This is an optimization exercise on Yosys and OpenROAD, whose aim is small area, not a production implementation. The RTL was checked by simulation tests, not by an equivalence proof against the original design. Power and IR drop assume default switching activity.

--- flow/design.v ---
module ct_meas (
    input  wire        clk,
    input  wire        rst,         
    input  wire        start,
    input  wire        mode,        
    input  wire [1:0]  chan,
    input  wire [15:0] raw,
    output wire        ready,
    output wire        done,
    output wire        accept,
    output wire [1:0]  chan_next,
    output wire [34:0] ohms,
    output wire [15:0] vmv,
    output wire [27:0] digits,
    output wire        alert
);
    localparam [1:0] ST_IDLE = 2'd0, ST_H = 2'd1, ST_D = 2'd2, ST_B = 2'd3;
    localparam [2:0] P0 = 3'd0, P1 = 3'd1, P2 = 3'd3, P3 = 3'd6,
                     P4 = 3'd5, P5 = 3'd2, P6 = 3'd4;
    localparam [5:0] R0 = 6'd0, R1 = 6'd1, R5 = 6'd31, R6 = 6'd62, R7 = 6'd61,
                     R8 = 6'd59, R9 = 6'd55, R11 = 6'd30, R16 = 6'd14,
                     R35 = 6'd6, R36 = 6'd13;
    reg  [2:0]  ph;
    reg  [1:0]  st;
    reg  [5:0]  rc;
    reg         mode_r, neg_r, acc_r;
    reg  [1:0]  chan_r;
    reg  [34:0] O;
    reg  [20:0] R;
    reg  [20:0] S;
    reg         osv;              
    reg         sv2;              
    reg         oc;               
    reg         c2;               
    reg         mq;               
    wire ph0 = (ph == P0);
    wire ph6 = (ph == P6);
    wire sH  = (st == ST_H);
    wire sD  = (st == ST_D);
    wire sB  = (st == ST_B);
    wire rc0 = (rc == R0);
    assign ready = (st == ST_IDLE) && ph6;
    wire   cap   = start && ready;
    assign done  = sB && (rc == R36) && ph0;
    function automatic le_const(input [14:0] u, input [14:0] c);
        integer i;
        reg r;
        begin
            r = 1'b1;
            for (i = 0; i < 15; i = i + 1)
                r = c[i] ? (!u[i] || r) : (!u[i] && r);
            le_const = r;
        end
    endfunction
    function automatic ge_const(input [14:0] u, input [14:0] c);
        integer i;
        reg r;
        begin
            r = 1'b1;
            for (i = 0; i < 15; i = i + 1)
                r = c[i] ? (u[i] && r) : (u[i] || r);
            ge_const = r;
        end
    endfunction
    wire       s_low  = raw[15] || le_const(raw[14:0], 15'd8000);
    wire       s_high = !raw[15] && ge_const(raw[14:0], 15'd24000);
    wire       a_in   = mode || (!s_low && !s_high) ||
                        (chan == 2'd3 && s_low) || (chan == 2'd0 && s_high);
    wire [1:0] cn_in  = a_in ? chan : {chan[1] ^ (s_low ? chan[0] : !chan[0]), !chan[0]};
    reg [19:0] kc;
    always @(*) begin
        if (mode_r) kc = 20'd5489;
        else case (chan_r)
            2'd0:    kc = 20'd986;
            2'd1:    kc = 20'd9750;
            2'd2:    kc = 20'd100000;
            default: kc = 20'd668000;
        endcase
    end
    reg [4:0] kchunk;
    always @(*) begin
        case (ph)
            P0:      kchunk = kc[4:0];
            P1:      kchunk = kc[9:5];
            P2:      kchunk = kc[14:10];
            P3:      kchunk = kc[19:15];
            default: kchunk = 5'd0;
        endcase
    end
    reg [2:0] c8k;
    always @(*) begin
        case (ph)
            P2:      c8k = 3'b101;
            P3:      c8k = 3'b111;
            P4:      c8k = 3'b001;
            default: c8k = 3'b000;
        endcase
    end
    wire inj4k = (rc == R5) || (rc == R6) || (rc == R7) ||
                 (rc == R8) || (rc == R9) || (rc == R11);
    wire [4:0] o6   = O[34:30];
    wire       h0   = sH && rc0;
    wire       h1   = sH && (rc == R1);
    wire       mbit = ph0 ? sv2 : mq;
    wire       op_en  = sH && !rc0 && (mbit || (h1 && !mode_r));
    wire       negop  = !h1 && (mode_r ? neg_r : 1'b1);
    wire       vneg   = mode_r && neg_r;
    wire       incall = sB && (rc == R35) && vneg;
    wire       inj_h  = h1 ? 1'b0 : (mode_r ? inj4k : mq);
    wire       inj    = sH ? inj_h : (sD ? mq ^ vneg : osv);
    wire       sin    = ph0 ? inj : osv;
    wire [4:0] sw     = h0 ? 5'd0 : {o6[3:0], sin};
    wire [4:0] oa     = sw;
    wire [4:0] ob     = op_en ? (kchunk ^ {5{negop}}) : 5'd0;
    wire       ocin   = ph0 ? ((op_en && negop) || incall) : oc;
    wire [5:0] oc_ch;
    wire [4:0] osum;
    assign oc_ch[0] = ocin;
    genvar gi;
    generate for (gi = 0; gi < 5; gi = gi + 1) begin : ofa
        assign osum[gi]    = oa[gi] ^ ob[gi] ^ oc_ch[gi];
        assign oc_ch[gi+1] = (oa[gi] & ob[gi]) | (oc_ch[gi] & (oa[gi] ^ ob[gi]));
    end endgenerate
    wire [2:0] r6    = R[20:18];
    wire [2:0] s6    = S[20:18];
    wire       dact  = sD && !rc0;
    wire [2:0] rsw   = {r6[1:0], ph0 ? osv : sv2};
    wire [2:0] schk  = (mode_r ? c8k : s6) ^ {3{mq}};
    wire [3:0] dc_ch;
    wire [2:0] dsum;
    assign dc_ch[0] = ph0 ? mq : c2;
    generate for (gi = 0; gi < 3; gi = gi + 1) begin : dfa
        assign dsum[gi]    = rsw[gi] ^ schk[gi] ^ dc_ch[gi];
        assign dc_ch[gi+1] = (rsw[gi] & schk[gi]) | (dc_ch[gi] & (rsw[gi] ^ schk[gi]));
    end endgenerate
    wire [3:0] dig   = {s6[0], r6};
    wire       ge5   = dig[3] | (dig[2] & (dig[1] | dig[0]));
    wire [2:0] adj   = {dig[3] ? dig[0]  : (dig[2] & !dig[1] & !dig[0]),
                        dig[3] ? !dig[0] : (dig[1] & (!dig[2] | dig[0])),
                        dig[3] ? !dig[0] : (dig[2] ? (dig[1] & !dig[0]) : dig[0])};
    wire       bcin  = ph0 ? osv ^ vneg : c2;
    wire [3:0] bout  = rc0 ? 4'd0 : {adj, bcin};
    wire [20:0] sv = {raw, S[13], 4'b0000};    
    wire [20:0] s_cap = {sv[2:0], sv[5:3], sv[8:6], sv[11:9], sv[14:12], sv[17:15], sv[20:18]};
    always @(posedge clk) begin
        O   <= {O[29:0], osum};
        osv <= o6[4];
        oc  <= oc_ch[5];
        R   <= {R[17:0], sD ? (dact ? dsum : 3'd0) : bout[2:0]};
        c2  <= sD ? dc_ch[3] : ge5;
        if (cap) begin
            S   <= s_cap;
            sv2 <= 1'b0;
        end else begin
            sv2 <= sD ? r6[2] : s6[2];
            if (sH)      S <= {S[17:0], s6[1:0], sv2};
            else if (sB) S <= {S[17:0], s6[2:1], bout[3]};
            else         S <= {S[17:0], s6};
        end
        if (sH && ph0)
            mq <= sv2;
        else if (sD && ph6)
            mq <= !(dact && dsum[2]);
        if (cap) begin
            mode_r <= mode;
            neg_r  <= raw[15];
            acc_r  <= a_in;
            chan_r <= cn_in;
        end
        if (rst) begin
            ph     <= P0;
            st     <= ST_IDLE;
            rc     <= R0;
        end else begin
            ph     <= {ph[1:0], ~(ph[2] ^ ph[1])};
            if (sB && ph0 && rc == R36)
                st <= ST_IDLE;            
            else if (ph6) begin
                case (st)
                    ST_IDLE: if (start) begin st <= ST_H; rc <= R0; end
                    ST_H:    if (rc == R16) begin st <= ST_D; rc <= R0; end
                             else rc <= {rc[4:0], ~(rc[5] ^ rc[4])};
                    ST_D:    if (rc == R36) begin st <= ST_B; rc <= R0; end
                             else rc <= {rc[4:0], ~(rc[5] ^ rc[4])};
                    default: rc <= {rc[4:0], ~(rc[5] ^ rc[4])};
                endcase
            end
        end
    end
    assign ohms = {O[4:0], O[9:5], O[14:10], O[19:15], O[24:20], O[29:25], O[34:30]};
    assign vmv  = ohms[15:0];
    assign digits = {S[0], R[2:0],   S[3], R[5:3],   S[6], R[8:6],   S[9], R[11:9],
                     S[12], R[14:12], S[15], R[17:15], S[18], R[20:18]};
    assign alert = !mode_r && (ohms[34:7] == 28'd0) &&
                   le_const({8'd0, ohms[6:0]}, 15'd80);
    assign accept    = acc_r;
    assign chan_next = chan_r;
endmodule
--- flow/flow/cutff.py ---
import re,sys
# cut flip-flops out of a yosys-written structural netlist: Q -> input port, D/DE -> output ports
src=open(sys.argv[1]).read()
m=re.search(r'module\s+ct_meas\s*\((.*?)\);(.*)endmodule',src,re.S)
ports=m.group(1); body=m.group(2)
newin=[];newout=[];assigns=[]
def repl(mo):
    typ,name,conn=mo.group(1),mo.group(2),mo.group(3)
    if not re.search(r'__(dfxtp|edfxtp|dfrtp|dfxbp)_',typ): return mo.group(0)
    pins=dict((p,n.strip()) for p,n in re.findall(r'\.(\w+)\(([^()]*)\)',conn))
    key=re.sub(r'[^A-Za-z0-9_]','_',name)
    newin.append(('q_'+key,pins['Q']))
    newout.append(('d_'+key,pins['D']))
    if 'DE' in pins: newout.append(('de_'+key,pins['DE']))
    return ''
body=re.sub(r'(sky130_fd_sc_hd__\w+)\s+(\\\S+|\S+)\s*\((.*?)\);',repl,body,flags=re.S)
decl=''.join(f'  input {p};\n' for p,n in newin)+''.join(f'  output {p};\n' for p,n in newout)
asg=''.join(f'  assign {n} = {p} ;\n' for p,n in newin)+''.join(f'  assign {p} = {n} ;\n' for p,n in newout)
body=body.rstrip()+'\n'+asg
plist=ports.strip()+','+','.join(p for p,_ in newin+newout)
# Q nets may be declared as reg/wire; keep as wire
out='module ct_meas('+plist+');\n'+decl+body+'endmodule\n'
open(sys.argv[2],'w').write(out)
--- flow/config.mk ---
export PLATFORM = sky130hd
export DESIGN_NAME = ct_meas
export DESIGN_NICKNAME = ct_meas
export VERILOG_FILES = /design/flow/design.v
export SDC_FILE = /design/flow/constraint.sdc
export NUM_CORES = 4
export LEC_CHECK = 0
export CAP_MARGIN = 20
export CORE_MARGIN = 2
export CORE_UTILIZATION = 70
export SLEW_MARGIN = 20
--- flow/constraint.sdc ---
create_clock -name core_clock -period 10.0 [get_ports {clk}]
set_input_delay 2.0000 -clock core_clock [delete_from_list [all_inputs] [get_ports {clk}]]
set_output_delay 2.0000 -clock core_clock [all_outputs]
set_load 0.01 [all_outputs]
--- flow/standard.sh ---
#!/bin/bash
# synth_recipe.tcl (not shown) runs the flow's synth.tcl, then flattens the netlist and writes it again
# the make line also repeats each setting of config.mk as NAME=value (left out here)
make -C /OpenROAD-flow-scripts/flow DESIGN_CONFIG=/design/flow/config.mk WORK_HOME=/design/flow/orfs CLKGATE_MAP_FILE= SYNTH_SCRIPT=/design/flow/synth_recipe.tcl "${@:-finish}"
--- flow/flow/run.sh ---
#!/bin/bash
# Layout flow: the standard layout (standard.sh) with three changes.
#  1. Every port is buffered by sky130_fd_sc_hd__buf_1, the smallest buffer.
#  2. The clock tree is built without dummy loads.
#  3. After the standard synthesis, ABC re-maps the combinational logic for
#     area. Registers keep the instance names and cell types the standard
#     synthesis gave them (they are black boxes to ABC). The re-mapped
#     netlist replaces the standard one only if a SAT check proves that both
#     compute the same outputs and register inputs from the same inputs and
#     register outputs.
# Each tool writes its full output to its own log file in this folder.
set -e
export BUFFER_PORTS_ARGS="-buffer_cell sky130_fd_sc_hd__buf_1"
export CTS_ARGS="-sink_clustering_enable -repair_clock_nets -dont_use_dummy_load"

HERE=$(pwd)
FLOWDIR=$HERE/flow
RES=$HERE/orfs/results/$FLOW_PLATFORM/ct_meas/base
LIB=$FLOW_HOME/platforms/sky130hd/lib/sky130_fd_sc_hd__tt_025C_1v80.lib

bash standard.sh synth > synth.log 2>&1

cp $RES/1_2_yosys.v $HERE/std_netlist.v
DU=""
for c in $(sed -n '/DONT_USE_CELLS/,/^$/p' $FLOW_HOME/platforms/sky130hd/config.mk | grep -o 'sky130_fd_sc_hd__[a-z0-9_]*' | grep -v fill); do
  DU="$DU -dont_use $c"
done
FFS=$(grep -o 'sky130_fd_sc_hd__[a-z0-9_]*' $HERE/std_netlist.v | sort -u | grep -E '__(dfxtp|edfxtp|dfrtp|dfstp|dfxbp|dfbbp|sdf|edf|dlx|conb)' | tr '\n' ' ')
cat > $HERE/remap.abc <<'EOT'
strash
&get -n
&deepsyn -T 30
&nf -a -R 1000
&put
EOT
cat > $HERE/remap.ys <<EOT
read_liberty -ignore_miss_func $LIB
blackbox $FFS
read_verilog $HERE/std_netlist.v
hierarchy -top ct_meas
flatten
hierarchy -top ct_meas
opt_clean -purge
abc -liberty $LIB $DU -script $HERE/remap.abc
opt_clean -purge
read_liberty -lib -overwrite $LIB
hilomap -singleton -hicell sky130_fd_sc_hd__conb_1 HI -locell sky130_fd_sc_hd__conb_1 LO
insbuf -buf sky130_fd_sc_hd__buf_4 A X
splitnets
opt_clean -purge
rename -hide w:*.*
check -assert
stat -liberty $LIB
write_verilog -noattr -nohex -nodec $HERE/remap_netlist.v
EOT
remap_ok=0
if yosys -s $HERE/remap.ys > $HERE/remap.log 2>&1; then
  python3 $FLOWDIR/cutff.py $HERE/std_netlist.v $HERE/eq_gold.v
  python3 $FLOWDIR/cutff.py $HERE/remap_netlist.v $HERE/eq_gate.v
  cat > $HERE/equiv.ys <<EOT
read_liberty -ignore_miss_func $LIB
read_verilog $HERE/eq_gold.v
rename ct_meas gold
read_verilog $HERE/eq_gate.v
rename ct_meas gate
hierarchy -check
flatten gold gate
opt_clean
miter -equiv -flatten -make_outputs gold gate miter
hierarchy -top miter
sat -verify -prove trigger 0 miter
EOT
  if yosys -s $HERE/equiv.ys > $HERE/equiv.log 2>&1; then remap_ok=1; fi
fi
if [ $remap_ok = 1 ]; then
  echo "re-mapped netlist proved equivalent: using it" > $HERE/remap_status.txt
  cp $HERE/remap_netlist.v $RES/1_2_yosys.v
  rm -f $RES/1_synth.odb $RES/1_synth.sdc
else
  echo "re-mapping failed or not proved: keeping the standard netlist" > $HERE/remap_status.txt
fi

bash standard.sh finish > standard.log 2>&1
==> results of run 1 <==
[sequential cells by signal (all words and copies together) (netlist names), 2 cells and up]
register and cells:
O 35, R 21, S 21, chan_r 2, ph 3, rc 6, st 2
[metal layers]
metal,global-route usage [%],share of wire (%),vias up
met3,5.568,5.7,15
met5,0,0,-
met2,42.12,47,121
li1,-,-,1465
met4,10.52,1.9,0
met1,33.43,45,1403
[final cells by class]
type	count	area [um^2]	share of cell area, %
clock buffers	9	123.9	3.031
inverters	7	26.28	0.6430
well taps	72	90.09	2.205
multi-input cells	235	1426	34.91
flip-flops and latches	98	2022	49.48
repair buffers	106	397.9	9.737
[worst max-delay path: stages, from the launching register on]
cell and delay (ns):
dfxtp_1 0.41, nor3_1 0.61, nand3_1 0.18, nor2_1 0.23, buf_1 0.18
[final timing paths]
kind	startpoint	endpoint	cells after the start
max	ph[1]	done	4
min	S[13]	S[16]	0
max reg2reg	ph[1]	oc	12
min reg2reg	S[13]	S[16]	0
[cell usage in the layout (no fill, tap or decap), types with 6 or more instances in the layout]
| master | count |
|---|---|
| a211oi_1 | 7 |
| a21oi_1 | 14 |
| a22o_1 | 7 |
| buf_1 | 106 |
| clkbuf_8 | 9 |
| clkinv_1 | 7 |
| dfxtp_1 | 92 |
| edfxtp_1 | 6 |
| mux2_1 | 13 |
| nand2_1 | 28 |
| nand3_1 | 7 |
| nor2_1 | 37 |
| nor3_1 | 9 |
| nor4_1 | 7 |
| o21ai_0 | 24 |
| xnor2_1 | 8 |
| xor2_1 | 6 |
[power groups by stage]
| stage | combinational [mW] | sequential, mW | clock [mW] |
|---|---|---|---|
| after floorplan | 0.162 | 0.499 | 0 |
| after global placement | 0.147 | 0.513 | 0 |
| after detailed placement | 0.151 | 0.516 | 0 |
| after CTS | 0.152 | 0.508 | 0.197 |
| after global routing | 0.169 | 0.516 | 0.211 |
| final | 0.151 | 0.508 | 0.193 |
==> results.py, run 1 <==
metrics = {
    "run_status": {
        "status": "complete, no violations",
    },
    "yosys": {
        "syn_area_um2": 3948,
        "syn_inst": 403,
        "postSynthAreaPerCell_um2": 9.795,
        "synth_nets": 425,
        "yosysWarnings": 1,
    },
    "critical_path": {
        "critPathKind": "reg2out",
        "worst-path-max-fanout": 11,
        "reg2reg_slack_ns": 6.31,
        "crit_path_end_kind": "output port",
        "worstSetupStartpointType": "flip-flop",
        "crit_required_ns": 8.00,
        "worstPathArrival_ns": 1.95,
    },
    "pwr": {
        "combPwrFrac_pct": 17.8,
        "p_sw_mw": 0.2491,
        "power_leakage_nw": 1.468,
        "p_int_mw": 0.6033,
        "total_power_mw": 0.8524,
        "power_frac_clock_pct": 22.7,
        "power_frac_seq_pct": 59.5,
        "irDropWorstVdd_v": 0.0001237,
        "p_sw_share_pct": 29.22,
        "powerDensity_nw_per_um2": 208.6,
    },
    "sta": {
        "layout_min_cycle_time_ns": 3.952,
        "max_slew_margin_pct": 44.53,
        "hold_viol": 0,
        "fin_hold_ws_ns": 0.3321,
        "slew_violations": 0,
        "rsz0062_at_grt": "no",
        "tightest_slew_ns": 0.8300,
        "fin_skew_ns": 0.02372,
        "fmax_mhz": 253.0,
        "setup_tns_ns": 0,
        "post-route-period-util_pct": 39.52,
        "worst_slack_ns": 6.048,
        "setup_viol": 0,
    },
    "cts": {
        "cts_buffers": 9,
        "cts_root_buffer": "clkbuf_8",
        "insertion_delay_ns": 0.35,
        "cts_sinks": 98,
        "path_clk_slew_ns": 0.07,
        "cts_tree": "built",
        "post_cts_resized": 0,
        "htree_levels": 3,
        "clockBufferDepth": 2,
        "postCtsHoldBufs": 0,
        "cts_setup_buffers": 0,
    },
    "grt": {
        "grt_pass1_vias": 2700,
        "grt_overflow_total": 0,
        "grt_pass1_wl_mm": 12.55,
        "grt_max_degree": 24,
        "antenna_found_initial": 0,
        "grt.total_usage_pct": 25.81,
    },
    "final_layout": {
        "drive_gt1_share_pct": 1.978,
        "nFillCells": 417,
        "design_area_um2": 4086,
        "antenna_cells": 0,
        "final_core_util_pct": 74.67,
        "nets": 479,
        "area_delta_synth_final_pct": 3.518,
        "fin_cells": 527,
    },
    "die": {
        "core.rowCount": 27,
        "core_area_um2": 5473,
        "die_width_um": 79.10,
        "ioPinCount": 107,
        "dieArea_um2": 6256,
        "fp.dieH_um": 79.10,
        "start_util_pct": 72.13,
    },
    "route": {
        "via_per_inst": 5.700,
        "drt_pass1_iterations": 4,
        "wl_per_cell_um": 14.68,
        "wirelength_mm": 7.735,
        "drtAntennaViolNets": 0,
        "vias": 3004,
        "drcViolationCount": 0,
        "drt_iter0_drc": 146,
    },
    "run": {
        "drv_cap": 0,
    },
    "place": {
        "dpl.cell_count": 518,
        "place_congestion": 0.9533,
        "io_buffers": 106,
        "preCtsSetupSlack_ns": 6.128,
        "dp_hpwl_mm": 5.885,
        "postPlaceCellArea_um2": 3963,
    },
    "hold_path": {
        "hp-class": "reg2reg",
    },
}
==> run 2, diff against run 1 <==
--- a/flow/design.v
+++ b/flow/design.v
@@ -142,4 +142,5 @@
     wire [3:0] bout  = rc0 ? 4'd0 : {adj, bcin};
-    wire [20:0] sv = {raw, S[13], 4'b0000};    
+    wire [20:0] sv = {raw, 5'b00000};
     wire [20:0] s_cap = {sv[2:0], sv[5:3], sv[8:6], sv[11:9], sv[14:12], sv[17:15], sv[20:18]};
+    wire        sclr  = (st == ST_IDLE) || done;
     always @(posedge clk) begin
@@ -150,11 +151,7 @@
         c2  <= sD ? dc_ch[3] : ge5;
-        if (cap) begin
-            S   <= s_cap;
-            sv2 <= 1'b0;
-        end else begin
-            sv2 <= sD ? r6[2] : s6[2];
-            if (sH)      S <= {S[17:0], s6[1:0], sv2};
-            else if (sB) S <= {S[17:0], s6[2:1], bout[3]};
-            else         S <= {S[17:0], s6};
-        end
+        sv2 <= !cap && (sD ? r6[2] : s6[2]);
+        if (sclr)    S <= {S[17:0], 3'b000} | (s_cap & {21{cap}});
+        else if (sH) S <= {S[17:0], s6[1:0], sv2};
+        else if (sB) S <= {S[17:0], s6[2:1], bout[3]};
+        else         S <= {S[17:0], s6};
         if (sH && ph0)
==> results.py, run 2 <==
metrics = {
    "run_status": {
        "status": "complete, no violations",
    },
    "cts": {
        "cts_root_buffer": "clkbuf_8",
        "postCtsHoldBufs": 0,
        "htree_levels": 3,
        "cts_tree": "built",
        "post_cts_resized": 0,
        "insertion_delay_ns": 0.35,
        "cts_buffers": 9,
        "path_clk_slew_ns": 0.08,
        "cts_setup_buffers": 0,
        "cts_sinks": 98,
        "clockBufferDepth": 2,
    },
    "critical_path": {
        "crit_required_ns": 10.24,
        "worstSetupStartpointType": "flip-flop",
        "crit_path_end_kind": "flip-flop",
        "worst-path-max-fanout": 9,
        "critPathKind": "reg2reg",
        "worstPathArrival_ns": 4.18,
    },
    "die": {
        "die_width_um": 78.64,
        "start_util_pct": 71.70,
        "fp.dieH_um": 78.64,
        "ioPinCount": 107,
        "core_area_um2": 5439,
        "core.rowCount": 27,
        "dieArea_um2": 6184,
    },
    "sta": {
        "setup_tns_ns": 0,
        "hold_viol": 0,
        "fin_hold_ws_ns": 0.3307,
        "fin_skew_ns": 0.02160,
        "tightest_slew_ns": 0.6529,
        "layout_min_cycle_time_ns": 3.945,
        "max_slew_margin_pct": 56.14,
        "worst_slack_ns": 6.055,
        "setup_viol": 0,
        "post-route-period-util_pct": 39.45,
        "slew_violations": 0,
        "fmax_mhz": 253.5,
        "rsz0062_at_grt": "no",
    },
    "pwr": {
        "p_int_mw": 0.4991,
        "irDropWorstVdd_v": 0.0001121,
        "power_frac_clock_pct": 29.6,
        "p_sw_share_pct": 21.89,
        "power_leakage_nw": 1.598,
        "powerDensity_nw_per_um2": 157.9,
        "power_frac_seq_pct": 64.3,
        "p_sw_mw": 0.1398,
        "combPwrFrac_pct": 6.1,
    },
    "run": {
        "drv_cap": 0,
    },
    "final_layout": {
        "largest_register_ffs": 35,
        "regMostFlops": "O",
        "top_regs": "O: 35 flops, R: 21 flops, S: 21 flops",
        "antenna_cells": 0,
        "final_core_util_pct": 74.40,
        "mostFrequentLayoutCells": "buf_1, dfxtp_1, nor2_1",
        "area_delta_synth_final_pct": 3.754,
        "drive_gt1_share_pct": 2.237,
        "fin_cells": 519,
        "final_common_cell": "buf_1",
        "nets": 471,
    },
    "grt": {
        "met1_usage_pct": 32.91,
        "grt_pass1_vias": 2645,
        "grt_pass1_wl_mm": 12.43,
        "grt_overflow_total": 0,
        "busiest_layer": "met2",
        "antenna_found_initial": 0,
        "grt.total_usage_pct": 26.28,
        "use_met2_pct": 43.16,
        "use_met3_pct": 6.897,
        "grt_max_degree": 25,
    },
    "yosys": {
        "syn_inst": 394,
        "syn_area_um2": 3900,
        "postSynthAreaPerCell_um2": 9.898,
        "yosysWarnings": 1,
        "synth_nets": 416,
    },
    "route": {
        "drcViolationCount": 0,
        "drt_iter0_drc": 145,
        "wirelength_mm": 7.606,
        "drt_pass1_iterations": 5,
        "vias": 2907,
        "wl_per_cell_um": 14.66,
        "drtAntennaViolNets": 0,
        "via_per_inst": 5.601,
    },
    "place": {
        "place_congestion": 0.9371,
        "dp_hpwl_mm": 5.777,
        "io_buffers": 106,
        "dpl.cell_count": 510,
        "preCtsSetupSlack_ns": 5.957,
    },
    "hold_path": {
        "hp-class": "reg2reg",
    },
}
-- run 2: cell count changes in the layout (fill, tap and decap cells not counted), moves of 5 or more --
cell	before	now
mux2_1	13	0
o21ai_0	24	15
a21o_1	2	15
nor3_1	9	14
nor2_1	37	32
-- run 2: critical path, cell delays in order, from the launching register on --
cell and delay (ns):
dfxtp_1 0.38, nor3_1 0.58, nor2_1 0.12, o21bai_1 0.21, o21a_1 0.12, nor3_1 0.23, o21ai_0 0.20, xnor2_1 0.20
o2111ai_1 0.09, o211ai_1 0.16, maj3_1 0.41, maj3_1 0.40, maj3_1 0.38, maj3_1 0.35
-- run 2: worst paths after layout --
check	from	slack, ns	to	cells after the start
max	ph[1]	6.05	oc	13
max reg2reg	ph[1]	6.05	oc	13
min reg2reg	S[16]	0.33	S[19]	0
min	S[16]	0.33	S[19]	0
-- run 2: metal layers --
layer | vias up | routed length, um
met4 | 0 | 78
li1 | 1429 | -
met1 | 1355 | 3293
met3 | 8 | 475
met5 | - | 0
met2 | 115 | 3758
-- run 2: layout make-up --
type	count	area, um^2
fill	429	1393
timing repair buffer	107	405.4
multi-input combinational	225	1375
tap	72	90.09
clock buffer	9	123.9
inverter	8	30.03
sequential	98	2022
-- run 2: power groups by stage --
stage | logic (mW) | registers [mW] | clock network [mW]
3_3_place_gp | 0.0382 | 0.419 | 0
3_5_place_dp | 0.0391 | 0.419 | 0
5_1_grt | 0.0439 | 0.412 | 0.211
2_1_floorplan | 0.0335 | 0.417 | 0
4_1_cts | 0.0394 | 0.410 | 0.196
6_report | 0.0392 | 0.411 | 0.189
-- run 2: per-stage QoR --
stage	instance area [um^2]	power, mW
after CTS	4046	0.6454
after global routing	4046	0.6664
after global placement	3923	0.4573
final	4046	0.6389
after detailed placement	3923	0.4585
after floorplan	3900	0.4503
==> run 3, diff against run 2 <==
==> flow/flow/run.sh (replaced) <==
#!/bin/bash
# Layout flow: the standard layout (standard.sh) with three changes.
#  1. Every port is buffered by sky130_fd_sc_hd__buf_1, the smallest buffer.
#  2. The clock tree is built without dummy loads.
#  3. After the standard synthesis (run unchanged), ABC re-maps the
#     combinational logic for area, three times with different seeds.
#     Registers keep the instance names and cell types the standard synthesis
#     gave them (they are black boxes to ABC). The smallest re-mapped netlist
#     that a SAT check proves equivalent to the standard one (same outputs and
#     register inputs from the same inputs and register outputs) replaces it;
#     if none is proved, the standard netlist is kept.
# Each tool writes its full output to its own log file in this folder.
set -e
export BUFFER_PORTS_ARGS="-buffer_cell sky130_fd_sc_hd__buf_1"
export CTS_ARGS="-sink_clustering_enable -repair_clock_nets -dont_use_dummy_load -sink_clustering_levels 1 -sink_clustering_size 30"

HERE=$(pwd)
FLOWDIR=$HERE/flow
RES=$HERE/orfs/results/$FLOW_PLATFORM/ct_meas/base
LIB=$FLOW_HOME/platforms/sky130hd/lib/sky130_fd_sc_hd__tt_025C_1v80.lib

bash standard.sh synth > synth.log 2>&1

cp $RES/1_2_yosys.v $HERE/std_netlist.v
DU=""
for c in $(sed -n '/DONT_USE_CELLS/,/^$/p' $FLOW_HOME/platforms/sky130hd/config.mk | grep -o 'sky130_fd_sc_hd__[a-z0-9_]*' | grep -v fill); do
  DU="$DU -dont_use $c"
done
FFS=$(grep -o 'sky130_fd_sc_hd__[a-z0-9_]*' $HERE/std_netlist.v | sort -u | grep -E '__(dfxtp|edfxtp|dfrtp|dfstp|dfxbp|dfbbp|sdf|edf|dlx|conb)' | tr '\n' ' ')

remap() {
  local seed=$1
  cat > $HERE/remap_$seed.abc <<EOT
strash
&get -n
&deepsyn -T 30 -S $seed
&nf -a -R 1000
&put
EOT
  cat > $HERE/remap_$seed.ys <<EOT
read_liberty -ignore_miss_func $LIB
blackbox $FFS
read_verilog $HERE/std_netlist.v
hierarchy -top ct_meas
flatten
hierarchy -top ct_meas
opt_clean -purge
abc -liberty $LIB $DU -script $HERE/remap_$seed.abc
opt_clean -purge
read_liberty -lib -overwrite $LIB
hilomap -singleton -hicell sky130_fd_sc_hd__conb_1 HI -locell sky130_fd_sc_hd__conb_1 LO
insbuf -buf sky130_fd_sc_hd__buf_4 A X
splitnets
opt_clean -purge
rename -hide w:*.*
check -assert
stat -liberty $LIB
write_verilog -noattr -nohex -nodec $HERE/remap_netlist_$seed.v
EOT
  yosys -s $HERE/remap_$seed.ys > $HERE/remap_$seed.log 2>&1 || rm -f $HERE/remap_netlist_$seed.v
}

equiv() {
  python3 $FLOWDIR/cutff.py $HERE/std_netlist.v $HERE/eq_gold.v
  python3 $FLOWDIR/cutff.py $1 $HERE/eq_gate.v
  cat > $HERE/equiv.ys <<EOT
read_liberty -ignore_miss_func $LIB
read_verilog $HERE/eq_gold.v
rename ct_meas gold
read_verilog $HERE/eq_gate.v
rename ct_meas gate
hierarchy -check
flatten gold gate
opt_clean
miter -equiv -flatten -make_outputs gold gate miter
hierarchy -top miter
sat -verify -prove trigger 0 miter
EOT
  yosys -s $HERE/equiv.ys > $HERE/equiv_$(basename $1 .v).log 2>&1
}

for seed in 1 2 3; do remap $seed & done
wait

chosen=""
for f in $(for seed in 1 2 3; do
             if [ -f $HERE/remap_netlist_$seed.v ]; then
               echo "$(grep 'Chip area' $HERE/remap_$seed.log | tail -1 | awk '{print $NF}') $HERE/remap_netlist_$seed.v"
             fi
           done | sort -n | awk '{print $2}'); do
  if equiv $f; then chosen=$f; break; fi
done
if [ -n "$chosen" ]; then
  echo "using re-mapped netlist $chosen (proved equivalent)" > $HERE/remap_status.txt
  cp $chosen $RES/1_2_yosys.v
  rm -f $RES/1_synth.odb $RES/1_synth.sdc
else
  echo "no re-mapped netlist proved equivalent: keeping the standard netlist" > $HERE/remap_status.txt
fi

bash standard.sh finish > standard.log 2>&1
==> results.py, run 3 <==
metrics = {
    "pwr": {
        "power_leakage_nw": 1.543,
        "powerDensity_nw_per_um2": 160.5,
        "combPwrFrac_pct": 6.4,
        "power_frac_clock_pct": 29.8,
        "power_frac_seq_pct": 63.8,
        "irDropWorstVdd_v": 0.0001324,
        "p_int_mw": 0.5004,
        "p_sw_mw": 0.1433,
        "p_sw_share_pct": 22.27,
    },
    "place": {
        "dp_hpwl_mm": 5.489,
        "io_buffers": 106,
        "place_congestion": 0.8566,
    },
    "critical_path": {
        "critPathMaxStageDelay_ns": 0.42,
        "crit_start": "ph[1]",
        "crit_required_ns": 10.22,
        "crit_top_cell": "maj3_1",
        "worst-path-max-fanout": 12,
        "crit_path_end_kind": "flip-flop",
        "cpMaxStageDelayCell": "dfxtp_1",
        "worstSetupStartpointType": "flip-flop",
        "r2r-start": "ph[1]",
        "worstPathArrival_ns": 4.02,
        "critPathKind": "reg2reg",
        "crit_chain": "nor3_1 -> buf_4 -> mux2i_1 -> or3b_1 -> nor2_1 -> a211o_1 -> maj3_1 -> maj3_1 -> maj3_1 -> maj3_1 -> maj3_1",
    },
    "cts": {
        "clockBufferDepth": 2,
        "cts_sinks": 98,
        "cts_root_buffer": "clkbuf_8",
        "postCtsHoldBufs": 0,
        "cts_buffers": 9,
        "cts_setup_buffers": 0,
        "cts_tree": "built",
        "post_cts_resized": 0,
        "htree_levels": 3,
        "insertion_delay_ns": 0.36,
        "path_clk_slew_ns": 0.07,
    },
    "final_layout": {
        "drive_gt1_share_pct": 2.268,
        "top_regs": "O: 35 flops, R: 21 flops, S: 21 flops",
        "final_common_cell": "buf_1",
        "nets": 465,
        "largest_register_ffs": 35,
        "antenna_cells": 0,
        "area_delta_synth_final_pct": 3.788,
        "mostFrequentLayoutCells": "buf_1, dfxtp_1, nor2_1",
        "regMostFlops": "O",
    },
    "route": {
        "drt_pass1_iterations": 4,
        "drt_iter0_drc": 207,
        "wl_per_cell_um": 14.50,
        "wirelength_mm": 7.437,
        "drtAntennaViolNets": 0,
        "vias": 2853,
        "drcViolationCount": 0,
        "via_per_inst": 5.561,
    },
    "die": {
        "ioPinCount": 107,
        "start_util_pct": 71.50,
        "fp.dieH_um": 78.31,
        "dieArea_um2": 6132,
        "core_area_um2": 5405,
        "die_width_um": 78.31,
        "core.rowCount": 27,
    },
    "sta": {
        "setup_tns_ns": 0,
        "max_slew_margin_pct": 47.86,
        "post-route-period-util_pct": 38.04,
        "fmax_mhz": 262.9,
        "setup_viol": 0,
        "layout_min_cycle_time_ns": 3.804,
        "rsz0062_at_grt": "no",
        "tightest_slew_ns": 0.7821,
        "fin_hold_ws_ns": 0.3274,
        "fin_skew_ns": 0.02626,
        "hold_viol": 0,
        "slew_violations": 0,
    },
    "run_status": {
        "status": "complete, no violations",
    },
    "run": {
        "drv_cap": 0,
    },
    "grt": {
        "antenna_found_initial": 0,
        "grt_overflow_total": 0,
        "grt_pass1_vias": 2560,
        "grt_max_degree": 23,
        "grt.total_usage_pct": 25.26,
        "grt_pass1_wl_mm": 12.03,
    },
    "yosys": {
        "synth_nets": 410,
        "yosysWarnings": 1,
        "postSynthAreaPerCell_um2": 9.961,
        "syn_area_um2": 3865,
        "syn_inst": 388,
    },
    "hold_path": {
        "hp-class": "reg2reg",
        "holdCritStartpoint": "S[16]",
    },
}
run 3: cell type report:
cell class / count / area (um^2)
Tap cell: 72 / 90.09
Clock buffer: 9 / 123.9
Inverter: 7 / 26.28
Multi-Input combinational cell: 220 / 1344
Timing Repair Buffer: 107 / 405.4
Fill cell: 411 / 1394
Sequential cell: 98 / 2022
run 3: metal layers:
| metal | vias up | wire, um | GRT usage (%) |
|---|---|---|---|
| met5 | - | 0 | 0 |
| met2 | 86 | 3404 | 38.97 |
| met4 | 0 | 114 | 10.00 |
| li1 | 1420 | - | - |
| met3 | 12 | 433 | 6.092 |
| met1 | 1335 | 3484 | 34.49 |
run 3: per-stage QoR:
stage / power (mW) / worst slack (ns) / cells / area (um^2) / util, %
detailed placement: 0.4604 / 6.265 / 504 / 3887 / 71.92
global placement: 0.4593 / 6.353 / 504 / 3887 / 71.92
global route: 0.6665 / 5.925 / 513 / 4011 / 74.21
floorplan: 0.4512 / 6.195 / 388 / 3865 / -
finish: 0.6437 / 6.196 / 513 / 4011 / 74.21
CTS: 0.6492 / 6.205 / 513 / 4011 / 74.21
run 3: worst max-delay path: cells and delay by family (launching register included):
kind	cells	cell delay, ns
adder cells (fa/ha/maj)	5	1.87
flip-flops	1	0.42
AO/OA/AOI/OAI	1	0.30
AND/OR/NAND/NOR	3	0.55
multiplexers	1	0.34
buffers and inverters	1	0.19
run 3: final timing paths:
path	cells after the start	slack [ns]	end
worst max-delay path	11	6.20	oc
worst min-delay path	0	0.33	S[19]
worst max register to register	11	6.20	oc
worst min register to register	0	0.33	S[19]
run 3: power by group through the flow:
stage | Sequential (mW) | Clock [mW] | Combinational, mW
global placement | 0.419 | 0 | 0.0403
global route | 0.412 | 0.208 | 0.0464
floorplan | 0.417 | 0 | 0.0340
detailed placement | 0.419 | 0 | 0.0411
finish | 0.410 | 0.192 | 0.0415
CTS | 0.410 | 0.197 | 0.0415
==> run 4, diff against run 3 <==
--- a/flow/flow/run.sh
+++ b/flow/flow/run.sh
@@ -14,3 +14,3 @@
 export BUFFER_PORTS_ARGS="-buffer_cell sky130_fd_sc_hd__buf_1"
-export CTS_ARGS="-sink_clustering_enable -repair_clock_nets -dont_use_dummy_load -sink_clustering_levels 1 -sink_clustering_size 30"
+export CTS_ARGS="-sink_clustering_enable -repair_clock_nets -dont_use_dummy_load"
 
==> results.py, run 4 <==
metrics = {
    "yosys": {
        "postSynthAreaPerCell_um2": 9.961,
        "yosysWarnings": 1,
        "syn_inst": 388,
        "synth_nets": 410,
        "syn_area_um2": 3865,
    },
    "die": {
        "die_width_um": 78.31,
        "core_area_um2": 5405,
        "ioPinCount": 107,
        "dieArea_um2": 6132,
        "core.rowCount": 27,
        "fp.dieH_um": 78.31,
        "start_util_pct": 71.50,
    },
    "sta": {
        "rsz0062_at_grt": "no",
        "fin_skew_ns": 0.02626,
        "setup_tns_ns": 0,
        "setup_viol": 0,
        "post-route-period-util_pct": 38.04,
        "fmax_mhz": 262.9,
        "layout_min_cycle_time_ns": 3.804,
        "max_slew_margin_pct": 47.86,
        "tightest_slew_ns": 0.7821,
        "hold_viol": 0,
        "slew_violations": 0,
    },
    "critical_path": {
        "crit_path_end_kind": "flip-flop",
        "critPathKind": "reg2reg",
        "crit_start": "ph[1]",
        "r2r-start": "ph[1]",
        "worst-path-max-fanout": 12,
        "worstPathArrival_ns": 4.02,
        "crit_required_ns": 10.22,
        "worstSetupStartpointType": "flip-flop",
    },
    "run_status": {
        "status": "complete, no violations",
    },
    "route": {
        "drt_pass1_iterations": 4,
        "vias": 2853,
        "wirelength_mm": 7.437,
        "via_per_inst": 5.561,
        "drtAntennaViolNets": 0,
        "drcViolationCount": 0,
        "wl_per_cell_um": 14.50,
        "drt_iter0_drc": 207,
    },
    "final_layout": {
        "nets": 465,
        "area_delta_synth_final_pct": 3.788,
        "top_regs": "O: 35 flops, R: 21 flops, S: 21 flops",
        "fin_cells": 513,
        "largest_register_ffs": 35,
        "mostFrequentLayoutCells": "buf_1, dfxtp_1, nor2_1",
        "final_common_cell": "buf_1",
        "regMostFlops": "O",
        "antenna_cells": 0,
        "drive_gt1_share_pct": 2.268,
        "design_area_um2": 4011,
    },
    "pwr": {
        "powerDensity_nw_per_um2": 160.5,
        "power_leakage_nw": 1.543,
        "irDropWorstVdd_v": 0.0001324,
        "total_power_mw": 0.6437,
    },
    "grt": {
        "grt.total_usage_pct": 25.26,
        "grt_pass1_wl_mm": 12.03,
        "grt_overflow_total": 0,
        "grt_pass1_vias": 2560,
        "antenna_found_initial": 0,
        "grt_max_degree": 23,
    },
    "cts": {
        "post_cts_resized": 0,
        "cts_buffers": 9,
        "insertion_delay_ns": 0.36,
        "cts_setup_buffers": 0,
        "postCtsHoldBufs": 0,
        "path_clk_slew_ns": 0.07,
        "cts_sinks": 98,
        "clockBufferDepth": 2,
        "htree_levels": 3,
        "cts_root_buffer": "clkbuf_8",
        "cts_tree": "built",
    },
    "place": {
        "place_congestion": 0.8566,
        "postPlaceCellArea_um2": 3887,
        "dpl.cell_count": 504,
        "io_buffers": 106,
        "dp_hpwl_mm": 5.489,
    },
    "hold_path": {
        "hp-class": "reg2reg",
        "holdCritStartpoint": "S[16]",
    },
    "run": {
        "drv_cap": 0,
    },
}
[run 4: layout make-up]
class,count,area (um^2)
flip-flops and latches,98,2022
fillers,411,1394
multi-input cells,220,1344
repair buffers,107,405.4
clock buffers,9,123.9
well taps,72,90.09
inverters,7,26.28
[run 4: report_power, final]
part / switching, mW / total [mW] / internal [mW]
combinational: 0.0244 / 0.0415 / 0.0170
clock: 0.111 / 0.192 / 0.0808
sequential: 0.00787 / 0.410 / 0.403
[run 4: final timing paths]
check / to / slack [ns] / cells after the start
worst max-delay path: oc / 6.20 / 11
worst max register to register: oc / 6.20 / 11
worst min-delay path: S[19] / 0.33 / 0
worst min register to register: S[19] / 0.33 / 0
[run 4: stage by stage]
step | setup WS (ns) | hold slack, ns | util [%]
final | 6.196 | 0.3274 | 74.21
after global routing | 5.925 | 0.3377 | 74.21
after CTS | 6.205 | 0.3275 | 74.21
after detailed placement | 6.265 | 0.3121 | 71.92
after global placement | 6.353 | 0.3103 | 71.92
after floorplan | 6.195 | 0.3096 | -
[run 4: critical path, stage by stage (launching register included)]
cell     delay [ns]
dfxtp_1        0.42
nor3_1         0.23
buf_4          0.19
mux2i_1        0.34
or3b_1         0.25
nor2_1         0.07
a211o_1        0.30
maj3_1         0.37
maj3_1         0.38
maj3_1         0.39
maj3_1         0.38
maj3_1         0.35
[run 4: layer usage]
metal	part of all wire (%)	wire length (um)	up-vias	global-route usage, %
met2	46	3404	86	38.97
met1	47	3484	1335	34.49
met4	1.5	114	0	10.00
met3	5.8	433	12	6.092
li1	-	-	1420	-
met5	0	0	-	0
==> run 5, diff against run 4 <==
--- a/flow/flow/run.sh
+++ b/flow/flow/run.sh
@@ -14,3 +14,3 @@
 export BUFFER_PORTS_ARGS="-buffer_cell sky130_fd_sc_hd__buf_1"
-export CTS_ARGS="-sink_clustering_enable -repair_clock_nets -dont_use_dummy_load"
+export CTS_ARGS="-sink_clustering_enable -repair_clock_nets -dont_use_dummy_load -sink_clustering_size 34 -sink_clustering_max_diameter 60 -sink_clustering_buffer sky130_fd_sc_hd__clkbuf_8"
 
==> results.py, run 5 <==
metrics = {
    "run_status": {
        "status": "complete, no violations",
    },
    "route": {
        "drtAntennaViolNets": 0,
        "wirelength_mm": 7.437,
        "drt_pass1_iterations": 4,
        "vias": 2853,
        "wl_per_cell_um": 14.50,
        "via_per_inst": 5.561,
        "drcViolationCount": 0,
        "drt_iter0_drc": 207,
    },
    "place": {
        "dp_hpwl_mm": 5.489,
        "postPlaceCellArea_um2": 3887,
        "preCtsSetupSlack_ns": 6.265,
        "place_congestion": 0.8566,
        "io_buffers": 106,
    },
    "sta": {
        "rsz0062_at_grt": "no",
        "tightest_slew_ns": 0.7821,
        "fin_skew_ns": 0.02626,
        "layout_min_cycle_time_ns": 3.804,
        "worst_slack_ns": 6.196,
        "fmax_mhz": 262.9,
        "slew_violations": 0,
        "hold_viol": 0,
        "setup_viol": 0,
        "setup_tns_ns": 0,
        "post-route-period-util_pct": 38.04,
        "fin_hold_ws_ns": 0.3274,
        "max_slew_margin_pct": 47.86,
    },
    "die": {
        "die_width_um": 78.31,
        "ioPinCount": 107,
        "fp.dieH_um": 78.31,
        "core_area_um2": 5405,
        "start_util_pct": 71.50,
        "dieArea_um2": 6132,
        "core.rowCount": 27,
    },
    "final_layout": {
        "drive_gt1_share_pct": 2.268,
        "regMostFlops": "O",
        "antenna_cells": 0,
        "nets": 465,
        "final_common_cell": "buf_1",
        "final_core_util_pct": 74.21,
        "nFillCells": 411,
        "design_area_um2": 4011,
        "largest_register_ffs": 35,
        "area_delta_synth_final_pct": 3.788,
        "top_regs": "O: 35 flops, R: 21 flops, S: 21 flops",
        "mostFrequentLayoutCells": "buf_1, dfxtp_1, nor2_1",
    },
    "hold_path": {
        "hp-class": "reg2reg",
        "holdCritStartpoint": "S[16]",
    },
    "critical_path": {
        "worst-path-max-fanout": 12,
        "crit_path_end_kind": "flip-flop",
        "r2r-start": "ph[1]",
        "worstPathArrival_ns": 4.02,
        "crit_required_ns": 10.22,
        "critPathKind": "reg2reg",
        "crit_start": "ph[1]",
        "worstSetupStartpointType": "flip-flop",
    },
    "cts": {
        "path_clk_slew_ns": 0.07,
        "cts_tree": "built",
        "cts_buffers": 9,
        "postCtsHoldBufs": 0,
        "htree_levels": 3,
        "clockBufferDepth": 2,
        "post_cts_resized": 0,
        "insertion_delay_ns": 0.36,
        "cts_root_buffer": "clkbuf_8",
        "cts_sinks": 98,
        "cts_setup_buffers": 0,
    },
    "yosys": {
        "syn_area_um2": 3865,
        "syn_inst": 388,
        "postSynthAreaPerCell_um2": 9.961,
        "yosysWarnings": 1,
        "synth_nets": 410,
    },
    "grt": {
        "grt_pass1_vias": 2560,
        "grt_overflow_total": 0,
        "grt_pass1_wl_mm": 12.03,
        "grt_max_degree": 23,
        "antenna_found_initial": 0,
        "grt.total_usage_pct": 25.26,
    },
    "pwr": {
        "power_leakage_nw": 1.543,
        "irDropWorstVdd_v": 0.0001324,
        "powerDensity_nw_per_um2": 160.5,
    },
    "run": {
        "drv_cap": 0,
    },
}
-- run 5: final timing paths --
kind	end	slack (ns)	cells past startpoint
worst max-delay path	oc	6.20	11
worst min-delay path	S[19]	0.33	0
worst max register to register	oc	6.20	11
worst min register to register	S[19]	0.33	0
-- run 5: metrics by stage --
| step | total power [mW] | instances |
|---|---|---|
| 2_1_floorplan | 0.4512 | 388 |
| 3_3_place_gp | 0.4593 | 504 |
| 3_5_place_dp | 0.4604 | 504 |
| 4_1_cts | 0.6492 | 513 |
| 5_1_grt | 0.6665 | 513 |
| 6_report | 0.6437 | 513 |
-- run 5: power breakdown --
part	internal (mW)	switching [mW]
clock	0.0808	0.111
sequential	0.403	0.00787
combinational	0.0170	0.0244
-- run 5: per-layer routing --
metal  wire length [um]  up-vias  share of wire [%]  global-route usage, %
li1                   -     1420                  -                      -
met1               3484     1335                 47                  34.49
met2               3404       86                 46                  38.97
met3                433       12                5.8                  6.092
met4                114        0                1.5                  10.00
met5                  0        -                  0                      0
-- run 5: critical path, cell delays in order (launching register included) --
cell and delay (ns):
dfxtp_1 0.42, nor3_1 0.23, buf_4 0.19, mux2i_1 0.34
or3b_1 0.25, nor2_1 0.07, a211o_1 0.30, maj3_1 0.37
maj3_1 0.38, maj3_1 0.39, maj3_1 0.38, maj3_1 0.35
-- run 5: cell type report --
class,instances,area (um^2),share of cell area [%]
tap,72,90.09,2.246
sequential,98,2022,50.41
multi-input combinational,220,1344,33.50
timing repair buffer,107,405.4,10.11
inverter,7,26.28,0.6550
clock buffer,9,123.9,3.088
==> run 6, diff against run 5 <==
--- a/flow/flow/run.sh
+++ b/flow/flow/run.sh
@@ -5,3 +5,3 @@
 #  3. After the standard synthesis (run unchanged), ABC re-maps the
-#     combinational logic for area, three times with different seeds.
+#     combinational logic for area, with eight different seeds.
 #     Registers keep the instance names and cell types the standard synthesis
@@ -14,3 +14,3 @@
 export BUFFER_PORTS_ARGS="-buffer_cell sky130_fd_sc_hd__buf_1"
-export CTS_ARGS="-sink_clustering_enable -repair_clock_nets -dont_use_dummy_load -sink_clustering_size 34 -sink_clustering_max_diameter 60 -sink_clustering_buffer sky130_fd_sc_hd__clkbuf_8"
+export CTS_ARGS="-sink_clustering_enable -repair_clock_nets -dont_use_dummy_load"
 
@@ -81,3 +81,3 @@
 
-for seed in 1 2 3; do remap $seed & done
+for seed in 1 2 3 4 5 6 7 8; do remap $seed & done
 wait
@@ -85,3 +85,3 @@
 chosen=""
-for f in $(for seed in 1 2 3; do
+for f in $(for seed in 1 2 3 4 5 6 7 8; do
              if [ -f $HERE/remap_netlist_$seed.v ]; then
==> results.py, run 6 <==
metrics = {
    "run_status": {
        "status": "complete, no violations",
    },
    "die": {
        "ioPinCount": 107,
        "core.rowCount": 27,
        "dieArea_um2": 6128,
        "die_width_um": 78.28,
        "core_area_um2": 5405,
        "fp.dieH_um": 78.28,
        "start_util_pct": 71.46,
    },
    "sta": {
        "setup_viol": 0,
        "slew_violations": 0,
        "rsz0062_at_grt": "no",
        "layout_min_cycle_time_ns": 3.888,
        "fin_skew_ns": 0.01926,
        "setup_tns_ns": 0,
        "post-route-period-util_pct": 38.88,
        "hold_viol": 0,
        "max_slew_margin_pct": 48.28,
        "fin_hold_ws_ns": 0.3264,
        "tightest_slew_ns": 0.7758,
        "fmax_mhz": 257.2,
    },
    "grt": {
        "antenna_found_initial": 0,
        "grt_pass1_vias": 2389,
        "grt.total_usage_pct": 24.55,
        "grt_overflow_total": 0,
        "grt_pass1_wl_mm": 11.46,
        "grt_max_degree": 23,
    },
    "final_layout": {
        "largest_register_ffs": 35,
        "fin_cells": 506,
        "final_core_util_pct": 74.03,
        "mostFrequentLayoutCells": "buf_1, dfxtp_1, nand2_1",
        "antenna_cells": 0,
        "nFillCells": 425,
        "final_common_cell": "buf_1",
        "design_area_um2": 4001,
        "top_regs": "O: 35 flops, R: 21 flops, S: 21 flops",
        "regMostFlops": "O",
        "drive_gt1_share_pct": 2.074,
        "area_delta_synth_final_pct": 3.596,
        "nets": 458,
    },
    "pwr": {
        "power_leakage_nw": 1.608,
        "power_frac_clock_pct": 29.9,
        "irDropWorstVdd_v": 0.00009763,
        "combPwrFrac_pct": 6.7,
        "p_sw_mw": 0.1471,
        "powerDensity_nw_per_um2": 161.9,
        "power_frac_seq_pct": 63.4,
        "p_int_mw": 0.5008,
        "p_sw_share_pct": 22.71,
    },
    "route": {
        "drt_iter0_drc": 144,
        "drcViolationCount": 0,
        "vias": 2792,
        "wirelength_mm": 7.329,
        "via_per_inst": 5.518,
        "drtAntennaViolNets": 0,
        "wl_per_cell_um": 14.48,
        "drt_pass1_iterations": 4,
    },
    "yosys": {
        "postSynthAreaPerCell_um2": 10.11,
        "syn_area_um2": 3862,
        "yosysWarnings": 1,
        "syn_inst": 382,
        "synth_nets": 404,
    },
    "critical_path": {
        "worst-path-max-fanout": 13,
        "crit_path_end_kind": "output port",
        "crit_required_ns": 8.00,
        "worstSetupStartpointType": "flip-flop",
        "critPathKind": "reg2out",
        "worstPathArrival_ns": 1.89,
    },
    "place": {
        "postPlaceCellArea_um2": 3877,
        "dpl.cell_count": 497,
        "dp_hpwl_mm": 5.560,
        "place_congestion": 0.9484,
        "io_buffers": 106,
    },
    "cts": {
        "insertion_delay_ns": 0.35,
        "post_cts_resized": 0,
        "cts_setup_buffers": 0,
        "clockBufferDepth": 2,
        "path_clk_slew_ns": 0.07,
        "cts_sinks": 98,
        "cts_buffers": 9,
        "postCtsHoldBufs": 0,
        "htree_levels": 3,
        "cts_root_buffer": "clkbuf_8",
        "cts_tree": "built",
    },
    "run": {
        "drv_cap": 0,
    },
    "hold_path": {
        "hp-class": "reg2reg",
    },
}
[run 6: final timing paths]
kind                            startpoint  slack (ns)  cells past startpoint     to
worst max-delay path                 ph[1]        6.11                      5   done
worst min-delay path                 S[17]        0.33                      0  S[20]
worst max register to register       ph[1]        6.29                     11     oc
worst min register to register       S[17]        0.33                      0  S[20]
[run 6: worst max-delay path: stages (launching register included)]
cell      delay (ns)
dfxtp_1         0.44
nor2_1          0.24
nand2_1         0.18
or3_1           0.44
clkinv_1        0.09
buf_1           0.16
[run 6: metrics by stage]
stage / power [mW] / setup WS [ns]
after floorplan: 0.4538 / 6.163
after global placement: 0.4615 / 5.975
after detailed placement: 0.4630 / 5.860
after CTS: 0.6502 / 6.112
after global routing: 0.6715 / 5.989
final: 0.6479 / 6.112
[run 6: layout make-up]
class / count / area [um^2] / share of cell area, %
sequential: 98 / 2022 / 50.53
multi-input combinational: 214 / 1341 / 33.52
timing repair buffer: 106 / 397.9 / 9.944
clock buffer: 9 / 123.9 / 3.096
tap: 72 / 90.09 / 2.251
inverter: 7 / 26.28 / 0.6567
[run 6: power by group through the flow]
stage / sequential [mW] / combinational [mW] / clock, mW
3_3_place_gp: 0.420 / 0.0418 / 0
3_5_place_dp: 0.420 / 0.0429 / 0
2_1_floorplan: 0.418 / 0.0361 / 0
5_1_grt: 0.412 / 0.0483 / 0.211
6_report: 0.411 / 0.0432 / 0.194
4_1_cts: 0.411 / 0.0431 / 0.196
[run 6: metal layers]
layer	routed length [um]	global-route usage (%)
met5	0	0
met4	110	11.23
met3	480	4.138
met2	3203	35.43
met1	3535	36.17

[separate check: timing with driven ports]
How much do the figures lean on ideal ports? The routed layouts below were timed once more, with nothing changed but the port constraints.
Step 1 assumes that a clkbuf_16 drives the clock port and a buf_2 every other input.
Step 2 moves the port delays by t, midway between the first and last clock arrival at a register: inputs arrive t later, outputs are due t later. That takes back most of the time a late clock gives input paths.
a / b / c = no drivers / after step 1 / after step 2; a / b = the first two.
| run | shift t [ns] | slack for setup (ns) | worst setup path at the end | slew at the worst register clock pin (ns) | pins driven straight from the clock port |
|---|---|---|---|---|---|
| run 1 | 0.376 | 6.048 / 6.016 / 6.129 | input to register | 0.09 / 0.09 | 1 |
| run 2 | 0.372 | 6.055 / 6.055 / 5.949 | input to register | 0.09 / 0.09 | 1 |
| run 3 | 0.374 | 6.196 / 6.188 / 6.196 | register to register | 0.09 / 0.09 | 1 |
| run 4 | 0.374 | 6.196 / 6.188 / 6.196 | register to register | 0.09 / 0.09 | 1 |
| run 5 | 0.374 | 6.196 / 6.188 / 6.196 | register to register | 0.09 / 0.09 | 1 |
| run 6 | 0.376 | 6.112 / 6.081 / 5.875 | input to register | 0.09 / 0.09 | 1 |
After both steps every run listed still meets setup and hold. For run 6, which loses most, drivers alone change the setup slack by -0.031 ns; drivers and shift together by -0.237 ns.
